This design comes from an exercise in tuning for small area, a short achievable clock period and few clock cycles on the open sky130 flow, not from production work.
The RTL was checked by simulation tests, not by an equivalence proof against the original design.

==> lagoon: inputs <==
// rio_slew
module rio_slew (
    input  wire         clk,
    input  wire         rst,         
    input  wire         in_valid,
    output wire         in_ready,
    input  wire [127:0] vel,         
    input  wire [127:0] scale,       
    input  wire [127:0] mf,          
    input  wire [127:0] mac,         
    input  wire [127:0] dt,          
    input  wire         enable,      
    output reg          out_valid,
    output reg  [127:0] freq         
);
    localparam [127:0] FX_MAX = {1'b0, {127{1'b1}}};
    localparam [127:0] FX_MIN = {1'b1, 127'd0};
    function [127:0] sat129(input [128:0] x);
        if (x[128] && !x[127])      sat129 = FX_MIN;
        else if (!x[128] && x[127]) sat129 = FX_MAX;
        else                        sat129 = x[127:0];
    endfunction
    reg          rdy;         
    reg          mbusy;       
    reg          mjob;        
    reg  [1:0]   j;           
    reg          lastr;       
    reg          longr;       
    reg          missr;       
    reg          cvalid;      
    reg          cvacc;       
    reg  [31:0]  eqp;         
    reg  [127:0] A, B;        
    reg          wa, wb;      
    reg          jsat;        
    reg          kz;          
    reg          x1sat, x1sgn;
    reg  [127:0] r_mac, r_dt;
    reg  [127:0] MF;
    reg          EN, EN2;
    reg  [19-1:0] bneg, bone, btwo, bnegn, bonen, btwon;
    reg          firstp, firstn;         
    reg          kc2, kc4, kcl;          
    reg  [135-1:0] S, C;      
    reg          cy;          
    reg  [50-1:0] L;        
    reg          x1v, x1job, x1fin, x1lp, x1ln;
    reg  [127:0] q;           
    reg          qovf, qs;    
    reg  [127:0] HI;          
    reg          x2v, x2job, x2fin;
    reg  [127:0] tgt;         
    reg  [127:0] dv;
    reg          yen;
    reg          yw, yv;
    reg          fbp, fbn;    
    reg  [127:0] UP, DN;      
    reg          uhi, ulo, dhi, dlo;    
    assign in_ready = rdy;
    wire accept = in_valid & rdy;
    wire first  = (j == 2'd0);
    wire bshort = &B[127:2*38-1] | ~|B[127:2*38-1];
    wire hit    = cvacc & (&eqp);
    wire startd = mbusy & lastr & ~mjob & missr;
    wire mdone  = mbusy & lastr;
  ...
clock: 15.0 ns
lec_check: 0
cap_margin: 20
core_margin: 2
core_utilization: 35
place_density: 0.45
slew_margin: 20
standard.sh (not shown) runs the stock make flow with config.mk's settings and CLKGATE_MAP_FILE= SYNTH_SCRIPT=/design/flow/synth_recipe.tcl, a recipe that flattens the netlist after the stock synthesis.
==> flow/flow/run.sh <==
#!/bin/bash
# Layout: the standard flow (standard.sh: the standard synthesis and ORFS
# steps, unchanged), at the design's clock period and constraints, with the
# timing repair asked to leave SETUP_SLACK_MARGIN ns of setup slack, so that
# it works on the paths that set the achieved period. make's full output goes
# to flow_make.log; each ORFS step keeps its own log under orfs/logs/.
set -uo pipefail
bash standard.sh SETUP_SLACK_MARGIN=9.5 finish > flow_make.log 2>&1
==> indigo (differences from lagoon) <==
--- a/flow/design.v
+++ b/flow/design.v
@@ -8,11 +8,11 @@
     input  wire [127:0] mf,          
     input  wire [127:0] mac,         
     input  wire [127:0] dt,          
     input  wire         enable,      
     output reg          out_valid,
-    output reg  [127:0] freq         
+    output wire [127:0] freq         
 );
     localparam [127:0] FX_MAX = {1'b0, {127{1'b1}}};
     localparam [127:0] FX_MIN = {1'b1, 127'd0};
     function [127:0] sat129(input [128:0] x);
         if (x[128] && !x[127])      sat129 = FX_MIN;
@@ -44,20 +44,23 @@
     reg          cy;          
     reg  [50-1:0] L;        
     reg          x1v, x1job, x1fin, x1lp, x1ln;
     reg  [127:0] q;           
     reg          qovf, qs;    
-    reg  [127:0] HI;          
+    reg  [127:0] HI, LO;      
     reg          x2v, x2job, x2fin;
     reg  [127:0] tgt;         
     reg  [127:0] dv;
     reg          yen;
     reg          yw, yv;
+    reg  [127:0] fr;          
+    reg          rq;          
     reg          fbp, fbn;    
     reg  [127:0] UP, DN;      
     reg          uhi, ulo, dhi, dlo;    
     assign in_ready = rdy;
+    assign freq = rq ? 128'd0 : fr;
     wire accept = in_valid & rdy;
     wire first  = (j == 2'd0);
     wire bshort = &B[127:2*38-1] | ~|B[127:2*38-1];
     wire hit    = cvacc & (&eqp);
     wire startd = mbusy & lastr & ~mjob & missr;
@@ -4092,18 +4095,15 @@
     wire [127:0] qsh = {{19{D[134]}}, D[134:26]};
     wire [127:0] qlg = {D[77:0], L};
     wire [127:0] qv = {x1ln ? qsh[127:64] : qlg[127:64], x1lp ? qlg[63:0] : qsh[63:0]};
     wire ovf = x1sat | (x1lp & ~(&hl | ~|hl));
     wire [127:0] nhi = sat129(-{HI[127], HI});
-    wire [127:0] LO  = {nhi[127:1], nhi[0] & ~x2job};
-    wire [128:0] qph = {q[127], q} + {HI[127], HI};
-    wire hmin = (HI == FX_MIN);
     wire gt2 = qovf ? ~qs : ($signed(q) > $signed(HI));
-    wire lt2 = qovf ?  qs : (hmin ? (q != FX_MAX) : qph[128]);
+    wire lt2 = qovf ?  qs : ($signed(q) < $signed(LO));
     wire [127:0] res2 = gt2 ? HI : lt2 ? LO : q;
-    wire [128:0] nu = {freq[127], freq} + {dv[127], dv};
-    wire [128:0] nd = {freq[127], freq} - {dv[127], dv};
+    wire [128:0] nu = {fr[127], fr} + {dv[127], dv};
+    wire [128:0] nd = {fr[127], fr} - {dv[127], dv};
     wire c1 = uhi ? 1'b0 : ulo ? (tgt != FX_MIN) : ($signed(tgt) > $signed(UP));
     wire c2 = dhi ? (tgt != FX_MAX) : dlo ? 1'b0 : ($signed(tgt) < $signed(DN));
     wire s_u   = c1 & ~uhi & ~ulo;
     wire s_d   = ~c1 & c2 & ~dhi & ~dlo;
     wire s_t   = ~c1 & ~c2;
@@ -4123,11 +4123,10 @@
             x1v       <= 1'b0;
             x2v       <= 1'b0;
             yw        <= 1'b0;
             yv        <= 1'b0;
             out_valid <= 1'b0;
-            freq      <= 128'd0;
         end else begin
             mbusy <= n_mbusy;
             mjob  <= n_mjob;
             lastr <= n_lastr;
             missr <= n_missr;
@@ -4137,11 +4136,10 @@
             x1v <= mdone;
             x2v <= x1v;
             yw  <= x2v & x2fin;
             yv  <= yw;
             out_valid <= yv;
-            if (yv) freq <= yen ? nf : 128'd0;
         end
         if (rdy) begin
             wa   <= ~fits(vel);
             wb   <= ~fits(scale);
             jsat <= ~fits(vel) & ~fits(scale);
@@ -4166,10 +4164,13 @@
             B <= r_dt;
         end else if (restart) begin
             A <= B;
             B <= A;
         end
+        rq <= rst;
+        if (rq) fr <= 128'd0;
+        else if (yv) fr <= yen ? nf : 128'd0;
         if (rdy) begin
             fbp <= vel[127] ^ scale[127];
             fbn <= ~(vel[127] ^ scale[127]);
         end else if (startd) begin
             fbp <= r_mac[127] ^ r_dt[127];
@@ -4206,10 +4207,11 @@
         x1ln  <= ~longr;
         x1fin <= mjob | ~missr;
         q    <= qv;
         qovf <= ovf;
         qs   <= x1sat ? x1sgn : D[135-1];
+        LO   <= {nhi[127:1], nhi[0] & ~x1job};
         x2job <= x1job;
         x2fin <= x1fin;
         if (x2v) begin
             if (x2job) dv <= res2;
             else begin
==> flow/flow/run.sh (replaced) <==
#!/bin/bash
# Layout: the standard flow (standard.sh: the standard synthesis and ORFS
# steps, unchanged), at the design's clock period and constraints, with the
# timing repair asked to leave SETUP_SLACK_MARGIN ns of setup slack, so that
# it works on the paths that set the achieved period. make's full output goes
# to flow_make.log; each ORFS step keeps its own log under orfs/logs/.
set -uo pipefail
bash standard.sh SETUP_SLACK_MARGIN=10 finish > flow_make.log 2>&1
Settings changed: CORE_UTILIZATION 35 to 40, PLACE_DENSITY 0.45 to not set.
==> ember (differences from lagoon) <==
--- a/flow/design.v
+++ b/flow/design.v
@@ -8,11 +8,11 @@
     input  wire [127:0] mf,          
     input  wire [127:0] mac,         
     input  wire [127:0] dt,          
     input  wire         enable,      
     output reg          out_valid,
-    output reg  [127:0] freq         
+    output wire [127:0] freq         
 );
     localparam [127:0] FX_MAX = {1'b0, {127{1'b1}}};
     localparam [127:0] FX_MIN = {1'b1, 127'd0};
     function [127:0] sat129(input [128:0] x);
         if (x[128] && !x[127])      sat129 = FX_MIN;
@@ -50,14 +50,17 @@
     reg          x2v, x2job, x2fin;
     reg  [127:0] tgt;         
     reg  [127:0] dv;
     reg          yen;
     reg          yw, yv;
+    reg  [127:0] fr;          
+    reg          rq;          
     reg          fbp, fbn;    
     reg  [127:0] UP, DN;      
     reg          uhi, ulo, dhi, dlo;    
     assign in_ready = rdy;
+    assign freq = rq ? 128'd0 : fr;
     wire accept = in_valid & rdy;
     wire first  = (j == 2'd0);
     wire bshort = &B[127:2*38-1] | ~|B[127:2*38-1];
     wire hit    = cvacc & (&eqp);
     wire startd = mbusy & lastr & ~mjob & missr;
@@ -4098,12 +4101,12 @@
     wire [128:0] qph = {q[127], q} + {HI[127], HI};
     wire hmin = (HI == FX_MIN);
     wire gt2 = qovf ? ~qs : ($signed(q) > $signed(HI));
     wire lt2 = qovf ?  qs : (hmin ? (q != FX_MAX) : qph[128]);
     wire [127:0] res2 = gt2 ? HI : lt2 ? LO : q;
-    wire [128:0] nu = {freq[127], freq} + {dv[127], dv};
-    wire [128:0] nd = {freq[127], freq} - {dv[127], dv};
+    wire [128:0] nu = {fr[127], fr} + {dv[127], dv};
+    wire [128:0] nd = {fr[127], fr} - {dv[127], dv};
     wire c1 = uhi ? 1'b0 : ulo ? (tgt != FX_MIN) : ($signed(tgt) > $signed(UP));
     wire c2 = dhi ? (tgt != FX_MAX) : dlo ? 1'b0 : ($signed(tgt) < $signed(DN));
     wire s_u   = c1 & ~uhi & ~ulo;
     wire s_d   = ~c1 & c2 & ~dhi & ~dlo;
     wire s_t   = ~c1 & ~c2;
@@ -4123,11 +4126,10 @@
             x1v       <= 1'b0;
             x2v       <= 1'b0;
             yw        <= 1'b0;
             yv        <= 1'b0;
             out_valid <= 1'b0;
-            freq      <= 128'd0;
         end else begin
             mbusy <= n_mbusy;
             mjob  <= n_mjob;
             lastr <= n_lastr;
             missr <= n_missr;
@@ -4137,11 +4139,10 @@
             x1v <= mdone;
             x2v <= x1v;
             yw  <= x2v & x2fin;
             yv  <= yw;
             out_valid <= yv;
-            if (yv) freq <= yen ? nf : 128'd0;
         end
         if (rdy) begin
             wa   <= ~fits(vel);
             wb   <= ~fits(scale);
             jsat <= ~fits(vel) & ~fits(scale);
@@ -4166,10 +4167,13 @@
             B <= r_dt;
         end else if (restart) begin
             A <= B;
             B <= A;
         end
+        rq <= rst;
+        if (rq) fr <= 128'd0;
+        else if (yv) fr <= yen ? nf : 128'd0;
         if (rdy) begin
             fbp <= vel[127] ^ scale[127];
             fbn <= ~(vel[127] ^ scale[127]);
         end else if (startd) begin
             fbp <= r_mac[127] ^ r_dt[127];
==> flow/run.sh (new file) <==
#!/bin/bash
# synth_recipe.tcl (not shown) runs the flow's synth.tcl, then flattens the netlist and writes it again
# the make line also repeats each setting of config.mk as NAME=value (left out here)
make -C /OpenROAD-flow-scripts/flow DESIGN_CONFIG=/design/flow/config.mk WORK_HOME=/design/flow/orfs CLKGATE_MAP_FILE= SYNTH_SCRIPT=/design/flow/synth_recipe.tcl finish
Settings changed: CAP_MARGIN 20 to 60, CORE_UTILIZATION 35 to 45, PLACE_DENSITY 0.45 to not set, SLEW_MARGIN 20 to 60.
removed: flow/flow/run.sh
removed: flow/standard.sh
==> qor summary <==
	indigo	ember	lagoon
HPWL after detailed placement	638400 um	646500 um	700400 um
WP depth	-	17	15
Initial DRT Pass Iterations	-	13	6
Dpl ws	8.415 ns	8.635 ns	8.040 ns
Fmax	-	0.1526 GHz	0.1764 GHz
Slew margin rel.	-	52.28%	13.77%
Outcome	stopped before the end	timing/DRC/antenna clean	timing/DRC/antenna clean
Failing step	global routing	-	-
Data arrival at the endpoint of the critical path	-	7.38 ns	6.50 ns
Clock distribution area overhead in the final layout	-	3.651%	3.934%
Vias	-	167249	167003
Sum of buffers and inverters on the critical path	-	2	0
Testbench counts of lagoon, summed over its fixed seeds: cycles 864.
Testbench counts of indigo, summed over its fixed seeds: cycles 864.
Testbench counts of ember, summed over its fixed seeds: cycles 864.

separate check: timing with driven ports:
Ports are ideal in the flow. The routed layouts listed here were re-timed in OpenROAD.
Step 1 sets driving cells, clkbuf_16 on the clock port and buf_2 on the other inputs (assumed; they add their load-dependent delay and slew).
Step 2 moves the port delays by t, midway between the first and last clock arrival at a register: inputs arrive t later, outputs are due t later. That takes back most of the time a late clock gives input paths.
Three values: no drivers, after step 1, after step 2; two values: the first two.
run | t, ns | slack for setup (ns) | hold WS [ns] | latest minus earliest clock arrival (ns) | slew at the worst register clock pin (ns)
lagoon | 1.082 | 9.331 / 9.331 / 9.216 | 0.325 / 0.325 / 0.325 | 0.082 / 0.083 | 0.07 / 0.07
ember | 1.086 | 8.447 / 8.356 / 8.447 | 0.327 / 0.327 / 0.327 | 0.131 / 0.131 | 0.08 / 0.08
After both steps every run listed still meets setup and hold. For lagoon, which loses most, drivers alone change the setup slack by 0.000 ns; drivers and shift together by -0.115 ns.
